What follows belongs to an exercise in optimizing a design on an open flow for small area, a short achievable clock period and few clock cycles; a production flow would make more cautious choices.

==> quartz <==
## fsk_f2s
module fsk_f2s (
    input  wire        clk,
    input  wire        rst,           
    input  wire        in_valid,
    output wire        in_ready,
    input  wire [63:0] in_num,
    input  wire [63:0] in_den,
    input  wire [31:0] in_tol,
    input  wire        in_gate_en,
    input  wire [31:0] in_gate_lo,
    input  wire [31:0] in_gate_hi,
    output reg         out_valid,
    output reg  [1:0]  out_status,
    output reg  [7:0]  out_code,
    output reg  [6:0]  out_index
);
Settings: LEC_CHECK=0, CAP_MARGIN=20, CORE_MARGIN=2, CORE_UTILIZATION=40, SLEW_MARGIN=20; clock period 18.0 ns.
run.sh (not shown) runs the stock make flow with config.mk's settings and CLKGATE_MAP_FILE= SYNTH_SCRIPT=/design/flow/synth_recipe.tcl, a recipe that flattens the netlist after the stock synthesis.
==> inputs of juniper, as changes to quartz <==
--- a/flow/design.v
+++ b/flow/design.v
@@ -30,13 +30,13 @@
     output reg  [6:0]  out_index
 );
   localparam [1:0] ST_FOUND    = 2'd0;
   localparam [1:0] ST_NOTFOUND = 2'd1;
   localparam [1:0] ST_ILLEGAL  = 2'd2;
   localparam [1:0] ST_GATED    = 2'd3;
-  parameter [6:0] REG_AFTER = 7'b111_1111;
+  parameter [6:0] REG_AFTER = 7'b101_0101;
   reg        v0;
   reg [63:0] n0, d0;
   reg [31:0] t0, lo0, hi0;
   reg        ge0, fast0, sat0, s3_0, gz0;
   wire slow0 = ~fast0 & ~sat0;
   assign in_ready = ~(v0 & slow0);
==> flow_metrics.tcl <==
set metrics [dict create \
    yosys.area_share.adder 0.1788 \
    outcome "timing/DRC/antenna clean" \
    first_iter_violations 5382 \
    top_regs "g_step.g_reg.c_q (455), g_step.g_reg.s_q (455), g_step.g_reg.d_q (384)" \
    grt_max_degree 133 \
    multi_input_area_share 0.4224 \
    num-nonclk-inverters 2192 \
    place_inst 15259 \
    via_count 80441 \
    place_ws_ns 8.977 \
    crit_path_start "accn[0]" \
    ys_ff_latch 2413 \
]
That was quartz.
==> flow_metrics.tcl <==
set metrics [dict create \
    top_regs "g_step.g_reg.c_q (260), g_step.g_reg.s_q (260), g_step.g_reg.m_q (200)" \
    place_inst 12509 \
    place_ws_ns 8.209 \
    outcome "timing/DRC/antenna clean" \
    via_count 70709 \
    yosys.area_share.adder 0.2177 \
    first_iter_violations 5415 \
    multi_input_area_share 0.5239 \
]
That was juniper.
No functional check of the RTL was part of any run of this note.

========
==> inputs of job 1384 <==
fsk_f2s, a different RTL version from the one above (not shown whole).
Settings: LEC_CHECK=0, CAP_MARGIN=20, CORE_MARGIN=2, CORE_UTILIZATION=40, SLEW_MARGIN=20; clock period 18.0 ns.
==> job 4537: changes against job 1384 <==
--- a/flow/design.v
+++ b/flow/design.v
@@ -29,22 +29,23 @@
     output reg  [7:0]  out_code,
     output reg  [6:0]  out_index
 );
   localparam [1:0] ST_FOUND    = 2'd0;
   localparam [1:0] ST_NOTFOUND = 2'd1;
   localparam [1:0] ST_ILLEGAL  = 2'd2;
   localparam [1:0] ST_GATED    = 2'd3;
-  parameter [6:0] REG_AFTER = 7'b101_0101;
+  parameter [6:0] REG_AFTER = 7'b111_1111;
   reg        v0;
   reg [63:0] n0, d0;
   reg [31:0] t0, lo0, hi0;
   reg        ge0;
+  reg [5:0]  lz0;             
   reg        busy;            
-  assign in_ready = ~(v0 & busy);
-  wire accept  = in_valid & in_ready;
+  reg        rdy;             
+  assign in_ready = rdy;
   wire proceed = v0 & ~busy;   
   function [5:0] lzc64(input [63:0] x);
     reg [31:0] a;
     reg [15:0] b;
     reg [7:0]  c;
     reg [3:0]  e;
     reg [1:0]  f;
@@ -71,17 +72,16 @@
   wire fast = d0 > {13'd0, n0[63:13]};
   wire sat  = d0 <= {39'd0, n0[63:39]};
   wire q26  = d0 > {26'd0, n0[63:26]};     
   wire slow = ~fast & ~sat;
   wire ill  = (d0 == 64'd0);
   wire gz   = ge0 & (n0 == 64'd0);
   wire inj_slow1 = proceed & slow;
-  wire [5:0]   lz = lzc64(d0);
-  wire [63:0]  dn = d0 << lz;
-  wire [102:0] xw = {39'd0, n0} << lz;
+  wire [63:0]  dn = d0 << lz0;
+  wire [102:0] xw = {39'd0, n0} << lz0;
   wire [76:0]  xn = fast ? xw[76:0] : (q26 ? xw[89:13] : xw[102:26]);
   reg [MW-1:0] ma_in;
   always @(*) begin
     ma_in = {MW{1'b0}};
     ma_in[M_V]  = proceed;
     ma_in[M_GE] = ge0;
     ma_in[M_LO +: 14] = gz ? 14'd8192 : sat14(lo0);
@@ -119,26 +119,29 @@
   wire [13:0]   pm = p_w[0];
   wire [13:0]   nm = n_w[0];
   wire [MW-1:0] mm = m_w[0];
   wire mv    = mm[M_V];
   wire mslow = mm[M_SLOW];
   wire [1:0] mpr = mm[M_PR+1:M_PR];
   wire inj_rec = mv & mslow & (mpr != 2'd0);
+  wire [MW-1:0] mp = m_w[1];
+  reg rec_r;
+  always @(posedge clk) rec_r <= ~rst & mp[M_V] & mp[M_SLOW] & (mp[M_PR+1:M_PR] != 2'd0);
   reg [MW-1:0] m_st;
   always @(*) begin
     m_st = a_m;
     if (inj_rec) begin
       m_st = mm;
       m_st[M_PR +: 2] = mpr - 2'd1;
     end
   end
-  assign s_w[7] = inj_rec ? sm : {2'b00, a_s};
-  assign c_w[7] = inj_rec ? cm : 65'd0;
-  assign b_w[7] = inj_rec ? 14'd0 : a_b;
-  assign d_w[7] = inj_rec ? dm : a_d;
+  assign s_w[7] = rec_r ? sm : {2'b00, a_s};
+  assign c_w[7] = rec_r ? cm : 65'd0;
+  assign b_w[7] = rec_r ? 14'd0 : a_b;
+  assign d_w[7] = rec_r ? dm : a_d;
   assign p_w[7] = 14'd0;
   assign n_w[7] = 14'd0;
   assign m_w[7] = m_st;
   genvar j;
   generate
     for (j = 6; j >= 0; j = j - 1) begin : g_step
       wire [64:0] s = s_w[j+1];
@@ -207,14 +210,20 @@
         assign n_w[j] = nn;
         assign m_w[j] = m_w[j+1];
       end
     end
   endgenerate
   reg [29:0] acc;
   wire [14:0] pdig = {1'b0, pm} - {1'b0, nm};
+  reg  [14:0] pd_r;
+  reg         rec_d;
+  always @(posedge clk) begin
+    pd_r  <= pdig;
+    rec_d <= inj_rec;
+  end
   wire [65:0] wsum = {sm[64], sm} + {cm[64], cm};
   wire        wneg = wsum[64];
   wire        wz   = ((sm ^ cm) == {sm[63:0] | cm[63:0], 1'b0});
   wire [14:0] qlow = pdig - {14'd0, wneg};
   reg        f1_v, f1_fx, f1_ge, f1_rnz, s1_v;
   reg [1:0]  f1_fst;
   reg [14:0] f1_q;
@@ -255,36 +264,39 @@
     sc_v49   <= w_le0 ? 13'd0 : (w_big ? 13'd3400 : w49);
   end
   wire done_slow = sc_v;
   always @(posedge clk) begin
     if (rst) begin
       v0   <= 1'b0;
       busy <= 1'b0;
+      rdy  <= 1'b1;
     end else begin
-      if (in_ready) v0 <= in_valid;
+      if (rdy) v0 <= in_valid;
       if (inj_slow1) busy <= 1'b1;
       else if (done_slow) busy <= 1'b0;
+      rdy <= ~((rdy ? in_valid : v0) & (inj_slow1 | (busy & ~done_slow)));
     end
-    if (accept) begin
+    if (rdy) begin
       n0  <= in_num;
       d0  <= in_den;
       t0  <= in_tol;
       lo0 <= in_gate_lo;
       hi0 <= in_gate_hi;
       ge0 <= in_gate_en;
+      lz0 <= lzc64(in_den);
     end
     if (inj_slow1) begin
       lo_h  <= lo0;
       hi_h  <= hi0;
       t1k_h <= {1'b0, t0} + 33'd1000;
       ge_h  <= ge0;
       p3_h  <= ~q26;
       acc   <= 30'd0;
-    end else if (inj_rec) begin
-      acc <= {acc[15:0], 14'd0} + {{15{pdig[14]}}, pdig};
+    end else if (rec_d) begin
+      acc <= {acc[15:0], 14'd0} + {{15{pd_r[14]}}, pd_r};
     end
   end
   wire [13:0] q_f  = f1_q[13:0];    
   wire [13:0] qc_f = q_f + {13'd0, f1_rnz};
   wire gok_f = (q_f >= f1_lo) & (qc_f <= f1_hi);
   wire signed [14:0] v49_f = $signed({1'b0, qc_f}) - $signed({1'b0, f1_t}) - 15'sd951;
   wire signed [14:0] s_f   = $signed({1'b0, q_f})  + $signed({1'b0, f1_t}) - 15'sd1000;
@@ -316,15 +328,15 @@
     end
   endfunction
   wire        g_fx    = sc_v ? 1'b0 : f2_fx;
   wire        g_gated = sc_v ? sc_gated : f2_gated;
   wire [14:0] g_v49   = sc_v ? {2'b00, sc_v49} : f2_v49;
   wire [14:0] g_s     = sc_v ? 15'd3300 : f2_s;
   wire [6:0]  ia_raw  = div50(g_v49[11:0], d50_base[g_v49[11:6]], d50_t1[g_v49[11:6]]);
-  wire [6:0]  ib      = div50(g_s[11:0],   d50_base[g_s[11:6]],   d50_t1[g_s[11:6]]);
+  wire [6:0]  ib      = div50(f2_s[11:0],  d50_base[f2_s[11:6]],  d50_t1[f2_s[11:6]]);
   reg        f3_v, f3_fx, f3_gated, f3_vbig, f3_sbig, f3_sneg;
   reg [1:0]  f3_fst;
   reg [6:0]  f3_ia, f3_ib;
   always @(posedge clk) begin
     f3_v     <= rst ? 1'b0 : (f2_v | sc_v);
     f3_fx    <= g_fx;
     f3_fst   <= f2_fst;
==> job 5362: changes against job 1384 <==
--- a/flow/design.v
+++ b/flow/design.v
@@ -29,41 +29,49 @@
     output reg  [7:0]  out_code,
     output reg  [6:0]  out_index
 );
   localparam [1:0] ST_FOUND    = 2'd0;
   localparam [1:0] ST_NOTFOUND = 2'd1;
   localparam [1:0] ST_ILLEGAL  = 2'd2;
   localparam [1:0] ST_GATED    = 2'd3;
-  parameter [6:0] REG_AFTER = 7'b101_0101;
+  parameter [6:0] REG_AFTER = 7'b111_1111;
   reg        v0;
   reg [63:0] n0, d0;
   reg [31:0] t0, lo0, hi0;
   reg        ge0;
+  reg [5:0]  lz0;             
   reg        busy;            
-  assign in_ready = ~(v0 & busy);
-  wire accept  = in_valid & in_ready;
+  reg        rdy;             
+  assign in_ready = rdy;
   wire proceed = v0 & ~busy;   
+  function [3:0] lzc8(input [7:0] x);
+    casez (x)
+      8'b1???????: lzc8 = 4'd0;
+      8'b01??????: lzc8 = 4'd1;
+      8'b001?????: lzc8 = 4'd2;
+      8'b0001????: lzc8 = 4'd3;
+      8'b00001???: lzc8 = 4'd4;
+      8'b000001??: lzc8 = 4'd5;
+      8'b0000001?: lzc8 = 4'd6;
+      8'b00000001: lzc8 = 4'd7;
+      default:     lzc8 = 4'd8;
+    endcase
+  endfunction
   function [5:0] lzc64(input [63:0] x);
-    reg [31:0] a;
-    reg [15:0] b;
-    reg [7:0]  c;
-    reg [3:0]  e;
-    reg [1:0]  f;
+    reg [7:0] nz;
+    reg [3:0] zb;
+    reg [2:0] lb [0:7];
+    integer k;
     begin
-      lzc64[5] = ~|x[63:32];
-      a = lzc64[5] ? x[31:0] : x[63:32];
-      lzc64[4] = ~|a[31:16];
-      b = lzc64[4] ? a[15:0] : a[31:16];
-      lzc64[3] = ~|b[15:8];
-      c = lzc64[3] ? b[7:0] : b[15:8];
-      lzc64[2] = ~|c[7:4];
-      e = lzc64[2] ? c[3:0] : c[7:4];
-      lzc64[1] = ~|e[3:2];
-      f = lzc64[1] ? e[1:0] : e[3:2];
-      lzc64[0] = ~f[1];
+      for (k = 0; k < 8; k = k + 1) begin
+        nz[k] = |x[8*k +: 8];
+        lb[k] = lzc8(x[8*k +: 8]);
+      end
+      zb = lzc8(nz);
+      lzc64 = {zb[2:0], lb[3'd7 - zb[2:0]]};
     end
   endfunction
   function [13:0] sat14(input [31:0] x);
     sat14 = (x[31:13] != 19'd0) ? 14'd8192 : {1'b0, x[12:0]};
   endfunction
   localparam MW = 50;
   localparam M_V = 0, M_FX = 1, M_FST = 2, M_SLOW = 4, M_PR = 5, M_GE = 7,
@@ -71,17 +79,16 @@
   wire fast = d0 > {13'd0, n0[63:13]};
   wire sat  = d0 <= {39'd0, n0[63:39]};
   wire q26  = d0 > {26'd0, n0[63:26]};     
   wire slow = ~fast & ~sat;
   wire ill  = (d0 == 64'd0);
   wire gz   = ge0 & (n0 == 64'd0);
   wire inj_slow1 = proceed & slow;
-  wire [5:0]   lz = lzc64(d0);
-  wire [63:0]  dn = d0 << lz;
-  wire [102:0] xw = {39'd0, n0} << lz;
+  wire [63:0]  dn = d0 << lz0;
+  wire [102:0] xw = {39'd0, n0} << lz0;
   wire [76:0]  xn = fast ? xw[76:0] : (q26 ? xw[89:13] : xw[102:26]);
   reg [MW-1:0] ma_in;
   always @(*) begin
     ma_in = {MW{1'b0}};
     ma_in[M_V]  = proceed;
     ma_in[M_GE] = ge0;
     ma_in[M_LO +: 14] = gz ? 14'd8192 : sat14(lo0);
@@ -119,53 +126,63 @@
   wire [13:0]   pm = p_w[0];
   wire [13:0]   nm = n_w[0];
   wire [MW-1:0] mm = m_w[0];
   wire mv    = mm[M_V];
   wire mslow = mm[M_SLOW];
   wire [1:0] mpr = mm[M_PR+1:M_PR];
   wire inj_rec = mv & mslow & (mpr != 2'd0);
+  wire [MW-1:0] mp = m_w[1];
+  reg rec_r;
+  always @(posedge clk) rec_r <= ~rst & mp[M_V] & mp[M_SLOW] & (mp[M_PR+1:M_PR] != 2'd0);
   reg [MW-1:0] m_st;
   always @(*) begin
     m_st = a_m;
     if (inj_rec) begin
       m_st = mm;
       m_st[M_PR +: 2] = mpr - 2'd1;
     end
   end
-  assign s_w[7] = inj_rec ? sm : {2'b00, a_s};
-  assign c_w[7] = inj_rec ? cm : 65'd0;
-  assign b_w[7] = inj_rec ? 14'd0 : a_b;
-  assign d_w[7] = inj_rec ? dm : a_d;
+  assign s_w[7] = rec_r ? sm : {2'b00, a_s};
+  assign c_w[7] = rec_r ? cm : 65'd0;
+  assign b_w[7] = rec_r ? 14'd0 : a_b;
+  assign d_w[7] = rec_r ? dm : a_d;
   assign p_w[7] = 14'd0;
   assign n_w[7] = 14'd0;
   assign m_w[7] = m_st;
   genvar j;
   generate
     for (j = 6; j >= 0; j = j - 1) begin : g_step
       wire [64:0] s = s_w[j+1];
       wire [64:0] c = c_w[j+1];
       wire [63:0] d = d_w[j+1];
       wire [66:0] a  = {s, b_w[j+1][2*j+1:2*j]};
       wire [66:0] bb = {c, 2'b00};
-      wire [6:0] e = a[66:60] + bb[66:60];
+      wire [6:0] at, bt;
+      if (j == 6) begin : g_top6
+        assign at = rec_r ? sm[64:58] : {2'b00, a_s[62:58]};
+        assign bt = rec_r ? cm[64:58] : 7'd0;
+      end else begin : g_top
+        assign at = a[66:60];
+        assign bt = bb[66:60];
+      end
       wire [2:0] di = d[62:60];
       reg signed [6:0] m2, m1, m0, mn;
       always @(*) begin
         case (di)
           3'd0: begin m2 = 7'sd12; m1 = 7'sd3; m0 = -7'sd5;  mn = -7'sd13; end
           3'd1: begin m2 = 7'sd14; m1 = 7'sd4; m0 = -7'sd6;  mn = -7'sd15; end
           3'd2: begin m2 = 7'sd15; m1 = 7'sd4; m0 = -7'sd6;  mn = -7'sd16; end
           3'd3: begin m2 = 7'sd16; m1 = 7'sd4; m0 = -7'sd7;  mn = -7'sd18; end
           3'd4: begin m2 = 7'sd18; m1 = 7'sd5; m0 = -7'sd8;  mn = -7'sd20; end
           3'd5: begin m2 = 7'sd19; m1 = 7'sd5; m0 = -7'sd8;  mn = -7'sd21; end
           3'd6: begin m2 = 7'sd20; m1 = 7'sd5; m0 = -7'sd9;  mn = -7'sd23; end
           default: begin m2 = 7'sd22; m1 = 7'sd6; m0 = -7'sd10; mn = -7'sd25; end
         endcase
       end
-      wire signed [6:0] es = e;
+      wire signed [6:0] es = at + bt;    
       wire ge2 = es >= m2;
       wire ge1 = es >= m1;
       wire ge0_ = es >= m0;
       wire gen = es >= mn;
       wire qpos = ge1;                  
       wire qneg = ~ge0_;                
       wire mag2 = ge2 | ~gen;           
@@ -207,14 +224,20 @@
         assign n_w[j] = nn;
         assign m_w[j] = m_w[j+1];
       end
     end
   endgenerate
   reg [29:0] acc;
   wire [14:0] pdig = {1'b0, pm} - {1'b0, nm};
+  reg  [14:0] pd_r;
+  reg         rec_d;
+  always @(posedge clk) begin
+    pd_r  <= pdig;
+    rec_d <= inj_rec;
+  end
   wire [65:0] wsum = {sm[64], sm} + {cm[64], cm};
   wire        wneg = wsum[64];
   wire        wz   = ((sm ^ cm) == {sm[63:0] | cm[63:0], 1'b0});
   wire [14:0] qlow = pdig - {14'd0, wneg};
   reg        f1_v, f1_fx, f1_ge, f1_rnz, s1_v;
   reg [1:0]  f1_fst;
   reg [14:0] f1_q;
@@ -255,36 +278,39 @@
     sc_v49   <= w_le0 ? 13'd0 : (w_big ? 13'd3400 : w49);
   end
   wire done_slow = sc_v;
   always @(posedge clk) begin
     if (rst) begin
       v0   <= 1'b0;
       busy <= 1'b0;
+      rdy  <= 1'b1;
     end else begin
-      if (in_ready) v0 <= in_valid;
+      if (~(v0 & busy)) v0 <= in_valid;
       if (inj_slow1) busy <= 1'b1;
       else if (done_slow) busy <= 1'b0;
+      rdy <= ~((~(v0 & busy) ? in_valid : v0) & (inj_slow1 | (busy & ~done_slow)));
     end
-    if (accept) begin
+    if (~(v0 & busy)) begin
       n0  <= in_num;
       d0  <= in_den;
       t0  <= in_tol;
       lo0 <= in_gate_lo;
       hi0 <= in_gate_hi;
       ge0 <= in_gate_en;
+      lz0 <= lzc64(in_den);
     end
     if (inj_slow1) begin
       lo_h  <= lo0;
       hi_h  <= hi0;
       t1k_h <= {1'b0, t0} + 33'd1000;
       ge_h  <= ge0;
       p3_h  <= ~q26;
       acc   <= 30'd0;
-    end else if (inj_rec) begin
-      acc <= {acc[15:0], 14'd0} + {{15{pdig[14]}}, pdig};
+    end else if (rec_d) begin
+      acc <= {acc[15:0], 14'd0} + {{15{pd_r[14]}}, pd_r};
     end
   end
   wire [13:0] q_f  = f1_q[13:0];    
   wire [13:0] qc_f = q_f + {13'd0, f1_rnz};
   wire gok_f = (q_f >= f1_lo) & (qc_f <= f1_hi);
   wire signed [14:0] v49_f = $signed({1'b0, qc_f}) - $signed({1'b0, f1_t}) - 15'sd951;
   wire signed [14:0] s_f   = $signed({1'b0, q_f})  + $signed({1'b0, f1_t}) - 15'sd1000;
@@ -315,30 +341,36 @@
       div50 = base + {6'd0, {1'b0, x[5:0]} >= t1} + {6'd0, {2'b00, x[5:0]} >= t2};
     end
   endfunction
   wire        g_fx    = sc_v ? 1'b0 : f2_fx;
   wire        g_gated = sc_v ? sc_gated : f2_gated;
   wire [14:0] g_v49   = sc_v ? {2'b00, sc_v49} : f2_v49;
   wire [14:0] g_s     = sc_v ? 15'd3300 : f2_s;
-  wire [6:0]  ia_raw  = div50(g_v49[11:0], d50_base[g_v49[11:6]], d50_t1[g_v49[11:6]]);
-  wire [6:0]  ib      = div50(g_s[11:0],   d50_base[g_s[11:6]],   d50_t1[g_s[11:6]]);
-  reg        f3_v, f3_fx, f3_gated, f3_vbig, f3_sbig, f3_sneg;
+  reg        f3_v, f3_fx, f3_gated, f3_vbig, f3_sbig, f3_sneg, f3_vle0;
   reg [1:0]  f3_fst;
-  reg [6:0]  f3_ia, f3_ib;
+  reg [5:0]  f3_vl, f3_sl;
+  reg [6:0]  f3_vb, f3_vt, f3_sb, f3_st;
   always @(posedge clk) begin
     f3_v     <= rst ? 1'b0 : (f2_v | sc_v);
     f3_fx    <= g_fx;
     f3_fst   <= f2_fst;
     f3_gated <= g_gated;
     f3_vbig  <= $signed(g_v49) > 15'sd3349;
+    f3_vle0  <= $signed(g_v49) <= 15'sd49;
     f3_sbig  <= $signed(g_s) >= 15'sd3300;
     f3_sneg  <= g_s[14];
-    f3_ia    <= ($signed(g_v49) <= 15'sd49) ? 7'd0 : ia_raw;
-    f3_ib    <= ib;
+    f3_vl    <= g_v49[5:0];
+    f3_vb    <= d50_base[g_v49[11:6]];
+    f3_vt    <= d50_t1[g_v49[11:6]];
+    f3_sl    <= f2_s[5:0];
+    f3_sb    <= d50_base[f2_s[11:6]];
+    f3_st    <= d50_t1[f2_s[11:6]];
   end
+  wire [6:0] f3_ia = f3_vle0 ? 7'd0 : div50({6'd0, f3_vl}, f3_vb, f3_vt);
+  wire [6:0] f3_ib = div50({6'd0, f3_sl}, f3_sb, f3_st);
   wire found = ~f3_vbig & (f3_sbig | (~f3_sneg & (f3_ia <= f3_ib)));
   wire [12:0] tbl_freq;
   wire [7:0]  tbl_code;
   fsk_freq_table u_table (
       .idx      (f3_ia),
       .tbl_freq (tbl_freq),
       .tbl_code (tbl_code)
Settings changed: CORE_UTILIZATION 40 to 60, PLACE_DENSITY from default to 0.7.
==> out/qor.yml <==
run_status:
  outcome: "complete, no violations"
route:
  dr_wl_met3_um: 15340
  wl_met1_um: 152300
sta:
  fin_worst_skew_ps: 69.20
  finalCritPeriodShare: 0.3932
yosys:
  synth_seq_cells: 2627
  synth-edff-count: 330
  synthMuxAreaShare: 0.05523
finish:
  final_layout_size_suffix_gt1_frac: 0.06821
global_route:
  grt_pass1_wl_um: 527200
  grtUsageTotal: 0.2296
die:
  chipHeight_um: 548.1
That was job 4537.
==> out/qor.yml <==
run_status:
  outcome: "complete, no violations"
die:
  chipHeight_um: 496.4
global_route:
  grt_use_met1: 0.3493
  grtUsageTotal: 0.2661
route:
  ant_nets: 0
  wl_met1_um: 140000
  dr_wl_met3_um: 22440
sta:
  fin_worst_skew_ps: 77.26
  finalCritPeriodShare: 0.5416
hold_path:
  holdPathStages: 0
yosys:
  synth_area_leaders: "dfxtp_1, edfxtp_1, fa_1"
  synth_seq_cells: 1805
  synth_area_leader_cell: "dfxtp_1"
  synthMuxAreaShare: 0.04298
critical_path:
  regToRegStartpoint: "g_step[6].g_reg.s_q[58]$_DFF_P_"
That was job 1384.
==> out/qor.yml <==
run_status:
  outcome: "complete, no violations"
yosys:
  synthMuxAreaShare: 0.05699
  synth_seq_cells: 2650
route:
  dr_wl_met3_um: 22770
  wl_met1_um: 144100
finish:
  final_layout_size_suffix_gt1_frac: 0.06414
global_route:
  grtUsageTotal: 0.3295
die:
  chipHeight_um: 450.6
sta:
  fin_worst_skew_ps: 86.48
  finalCritPeriodShare: 0.3367
hold_path:
  min_to: "g_step[4].g_reg.m_q[16]$_DFF_P_"
That was job 5362.
Function was not checked in any run of this note: the RTL went through the layout flow alone.

## what the ideal ports hide
Ports are ideal in the flow. The routed layouts listed here were re-timed in OpenROAD. Step 1: set_driving_cell puts a clkbuf_16 on clk and a buf_2 on each other input, an assumption about the parent block. Step 2 also shifts input and output timing later by t, the mid clock arrival at the registers, as if the neighbouring blocks saw the same clock. Three values: no drivers, after step 1, after step 2; two values: the first two.
run | t, ns | setup WS [ns] | worst setup path after step 2 | clock arrival spread, ns
quartz | 0.948 | 8.810 / 8.810 / 8.810 | register to register | 0.085 / 0.085
juniper | 0.913 | 8.119 / 8.119 / 8.119 | register to register | 0.089 / 0.089
job 1384 | 0.919 | 8.251 / 8.251 / 8.251 | register to register | 0.080 / 0.079
job 4537 | 0.974 | 10.922 / 11.003 / 10.030 | input to register | 0.089 / 0.089
job 5362 | 0.998 | 11.939 / 11.939 / 11.367 | input to register | 0.107 / 0.107
After both steps setup and hold are still met in every run listed. The setup slack of job 4537, which loses most, moves by +0.081 ns with the drivers and by -0.892 ns with both steps.
